Context: an optimization exercise on an open-source flow, tuned for small area, a short achievable clock period and few clock cycles per item. The choices shown serve that exercise and are no tape-out recipe. Where RTL was checked, it was by simulation tests only, not by an equivalence proof against the original. No activity file was given, so power comes from the tool's default toggle rates.

## v13
## ptc_analyzer
module ptc_analyzer (
    input  wire        clk,
    input  wire        rst,
    input  wire        in_valid,
    output reg         in_ready,
    input  wire [7:0]  in_data,
    output reg         ent_valid,
    output wire [3:0]  ent_index,
    output wire [23:0] ent_start,
    output wire [15:0] ent_size,
    output wire [7:0]  ent_type_flags,
    output reg  [2:0]  ent_kind,
    output wire        ent_active,
    output wire        ent_locked,
    output reg  [15:0] ent_size_kb,
    output reg         ent_contig_err,
    output wire [20:0] ent_expected,
    output wire [69:0] ent_name,
    output reg         res_valid,
    output reg  [1:0]  res_status,
    output wire [15:0] res_magic,
    output wire [15:0] res_cks_stored,
    output wire [15:0] res_cks_computed,
    output wire [7:0]  res_drive_type,
    output wire [23:0] res_total,
    output wire [15:0] res_cylinders,
    output wire [7:0]  res_heads,
    output wire [7:0]  res_sectors,
    output wire [7:0]  res_interleave,
    output wire [7:0]  res_boot,
    output wire [31:0] res_active_slots,
    output wire [20:0] res_partitioned,
    output wire [15:0] res_contig_mask,
    output reg         res_w_checksum,
    output reg         res_w_total,
    output reg         res_w_geometry,
    output wire [23:0] res_derived_cyl,
    output reg  [16:0] res_logical_mb_x10,
    output wire [24:0] res_native_mb_x10,
    output wire [4:0]  res_viol_count
);
    reg  [8:0] c;
    wire       take = in_valid & in_ready;
    reg        tk;
    reg  [7:0] din;
    reg  [3:0] idx;
    reg  [15:0] magic, cks_st, cyl;
    reg  [7:0]  drive, heads, sect, inter, boot;
    reg  [23:0] total;
    reg  [31:0] active;
    reg  [7:0]  a0, a1;
    reg  [23:0] e_start;
    reg  [15:0] e_size;
    reg  [7:0]  e_tf;
    reg  [69:0] e_name;
    reg  [20:0] x;                  
    reg  [15:0] mask;
    reg  [4:0]  viol;
    reg         st1, st2, st3;
    reg         emit;                   
    wire magic_ok = (magic == 16'hAEAE);
    function [6:0] sanitize;
        input [7:0] b;
        begin
            if (b[6:5] == 2'b00 || b[6:0] == 7'h7F) sanitize = 7'h3F;
  ...
Size: roughly 1600 cells after synthesis, about 0.021 mm^2 of cells after synthesis.
export LEC_CHECK = 0
export CAP_MARGIN = 20
export CORE_MARGIN = 2
export CORE_UTILIZATION = 40
export PLACE_DENSITY = 0.6
export SLEW_MARGIN = 20
create_clock -name core_clock -period 14.0 [get_ports {clk}]
standard.sh (not shown) runs the stock make flow with config.mk's settings and CLKGATE_MAP_FILE= SYNTH_SCRIPT=/design/flow/synth_recipe.tcl, a recipe that flattens the netlist after the stock synthesis.
==> flow/flow/run.sh <==
#!/bin/bash
# Standard ORFS layout; the only change is the cell used for the port
# buffers (buf_1 instead of the delay buffer buffer_ports picks).
set -euo pipefail
export BUFFER_PORTS_ARGS="-buffer_cell sky130_fd_sc_hd__buf_1"
bash standard.sh > standard.log 2>&1
Testbench counts of v13, summed over its fixed seeds: cycles 197,392, tables 384.
#### Input delta (v9 over v13)
diff --git a/flow/design.v b/flow/design.v
--- a/flow/design.v
+++ b/flow/design.v
@@ -48,25 +48,24 @@
     reg  [7:0]  drive, heads, sect, inter, boot;
     reg  [23:0] total;
     reg  [31:0] active;
     reg  [7:0]  a0, a1;
     reg  [23:0] e_start;
     reg  [15:0] e_size;
     reg  [7:0]  e_tf;
     reg  [69:0] e_name;
     reg  [20:0] x;                  
     reg  [15:0] mask;
     reg  [4:0]  viol;
     reg         st1, st2, st3;
-    reg         emit;                   
     wire magic_ok = (magic == 16'hAEAE);
     function [6:0] sanitize;
         input [7:0] b;
         begin
             if (b[6:5] == 2'b00 || b[6:0] == 7'h7F) sanitize = 7'h3F;
             else                                   sanitize = b[6:0];
         end
     endfunction
     wire [6:0] din_s = sanitize(din);
     integer k;
     always @(posedge clk) begin
         din <= in_data;
@@ -120,84 +119,81 @@
                 else      a0 <= a0 ^ din;
             end
         end
     end
     wire last = take && c == 9'd510;    
     wire w_cks_c = (cks_st != {a1, a0});
     wire w_tot_c = ({3'd0, x} != total);
     always @(posedge clk) begin
         if (rst) begin
             c         <= 9'd511;
             in_ready  <= 1'b1;
             ent_valid <= 1'b0;
-            emit      <= 1'b0;
             res_valid <= 1'b0;
             st1       <= 1'b0;
             st2       <= 1'b0;
             st3       <= 1'b0;
             tk        <= 1'b0;
         end else begin
             if (take) c <= c + 9'd1;
             tk        <= take;
-            emit      <= tk && c[4:0] == 5'd31;
             ent_valid <= tk && c[4:0] == 5'd31 && magic_ok;
             st1       <= last;
             st2       <= st1;
             st3       <= st2;
             res_valid <= st3;
             in_ready  <= !last && !st1;
         end
     end
     always @(posedge clk) begin
         if (rst || res_valid)
             x <= 21'd1;
-        else if (emit || st3)
+        else if (ent_valid || st3)
             x <= x + {{5{st3}}, e_size | {16{st3}}};      
-        if (emit)
+        if (ent_valid)
             mask <= {ent_contig_err, mask[15:1]};
         if (rst || res_valid)
             viol <= 5'd0;
-        else if (emit)
+        else if (ent_valid)
             viol <= viol + {4'd0, ent_contig_err};
         else if (st3)
             viol <= viol + {4'd0, w_cks_c} + {4'd0, w_tot_c} + {4'd0, res_w_geometry};
     end
     wire [27:0] lmb_sum = {1'b0, total, 3'd0} + {3'd0, total, 1'b0} + 28'd1024;
     always @(posedge clk) begin
         ent_contig_err <= (e_start != {3'd0, x});
         ent_kind       <= (e_tf[3:0] <= 4'd4) ? e_tf[2:0] : 3'd5;
         ent_size_kb    <= {1'b0, e_size[15:1]} + {15'd0, e_size[0] & e_size[1]};
         res_w_checksum <= w_cks_c;
         res_w_total    <= w_tot_c;
         res_logical_mb_x10 <= lmb_sum[27:11];
         if (!magic_ok)                      res_status <= 2'd1;
         else if (heads == 8'd0 || sect == 8'd0) res_status <= 2'd2;
         else                                res_status <= 2'd0;
     end
     reg  [23:0] q;
     reg  [7:0]  rem;
     wire        dpass = (c[8:5] == 4'd1 || c[8:5] == 4'd2) && c[4:3] != 2'b11;
-    wire        dbit  = q[23];
+    wire        dbit  = c[5] ? total[5'd23 - c[4:0]] : q[23];
     wire [7:0]  dvs   = c[5] ? heads : sect;
     wire [8:0]  dt    = {rem, dbit};
     wire [9:0]  dd    = {1'b0, dt} - {2'b0, dvs};
     wire        dge   = !dd[9];
     always @(posedge clk) begin
         if (tk) begin
             if (dpass) begin
                 rem <= dge ? dd[7:0] : dt[7:0];
                 q   <= {q[22:0], dge};
             end else begin
                 rem <= 8'd0;
-                if (c == 9'd31) q <= total;
             end
         end
         res_w_geometry <= (q > {8'd0, cyl});
     end
     reg  [7:0]  s1;
     reg         h1, h2, h3, c1;
     reg  [15:0] s2;
     reg  [24:0] nmb;
     wire [5:0]  t     = c[5:0];
     wire        mstep = tk && c[8:6] == 3'd2;
     wire        mclr  = tk && c[8:5] == 4'd3;
     wire        x1    = (t[5:3] == 3'd0) && heads[t[2:0]];
Results
Delta (v9 minus v13): power increased by 1.5% relative to the old numbers, fraction of the mapped netlist area in compound gates decreased by 0.96 points relative to the old numbers, per-instance average area after synthesis increased by 0.16 um^2 relative to the old numbers, endpoint arrival time on the critical path increased by 3.82 ns relative to the old numbers, combined area of all synthesized cells decreased by 280 um^2 relative to the old numbers.
Clock power share | v9 above v13
v9 ends up with a routed wire length that is 1.1% higher than in v13.
The combinational cell fraction of total power on v9 is in line with that on v13.
Timing, DRC, antenna: 0 failures across v13 and v9
The RTL of v9 was laid out without a check of its function.

[what the ideal ports hide]
The flow's constraints put no driver on any port. The routed layouts listed below were extracted and timed again, unchanged, in two steps.
Step 1 sets driving cells, clkbuf_16 on the clock port and buf_2 on the other inputs (assumed; they add their load-dependent delay and slew).
Step 2 adds t to the input delays and takes it off the output delays; t is the mean of the earliest and latest rising clock arrival at the registers after step 1. Input paths then give back, and output paths get back, about the clock's delay inside the block.
Slacks: ideal / step 1 / step 2; pairs: ideal / step 1.
run | shift t [ns] | slack for setup (ns) | worst setup path after step 2 | latest minus earliest clock arrival (ns) | cell pins on the clock port's net
v13 | 0.657 | 9.767 / 9.710 / 9.482 | input to register | 0.035 / 0.035 | 1
v9 | 0.654 | 9.176 / 9.176 / 9.176 | register to register | 0.029 / 0.030 | 1
After both steps every run listed still meets setup and hold. For v13, which loses most, drivers alone change the setup slack by -0.057 ns; drivers and shift together by -0.285 ns.
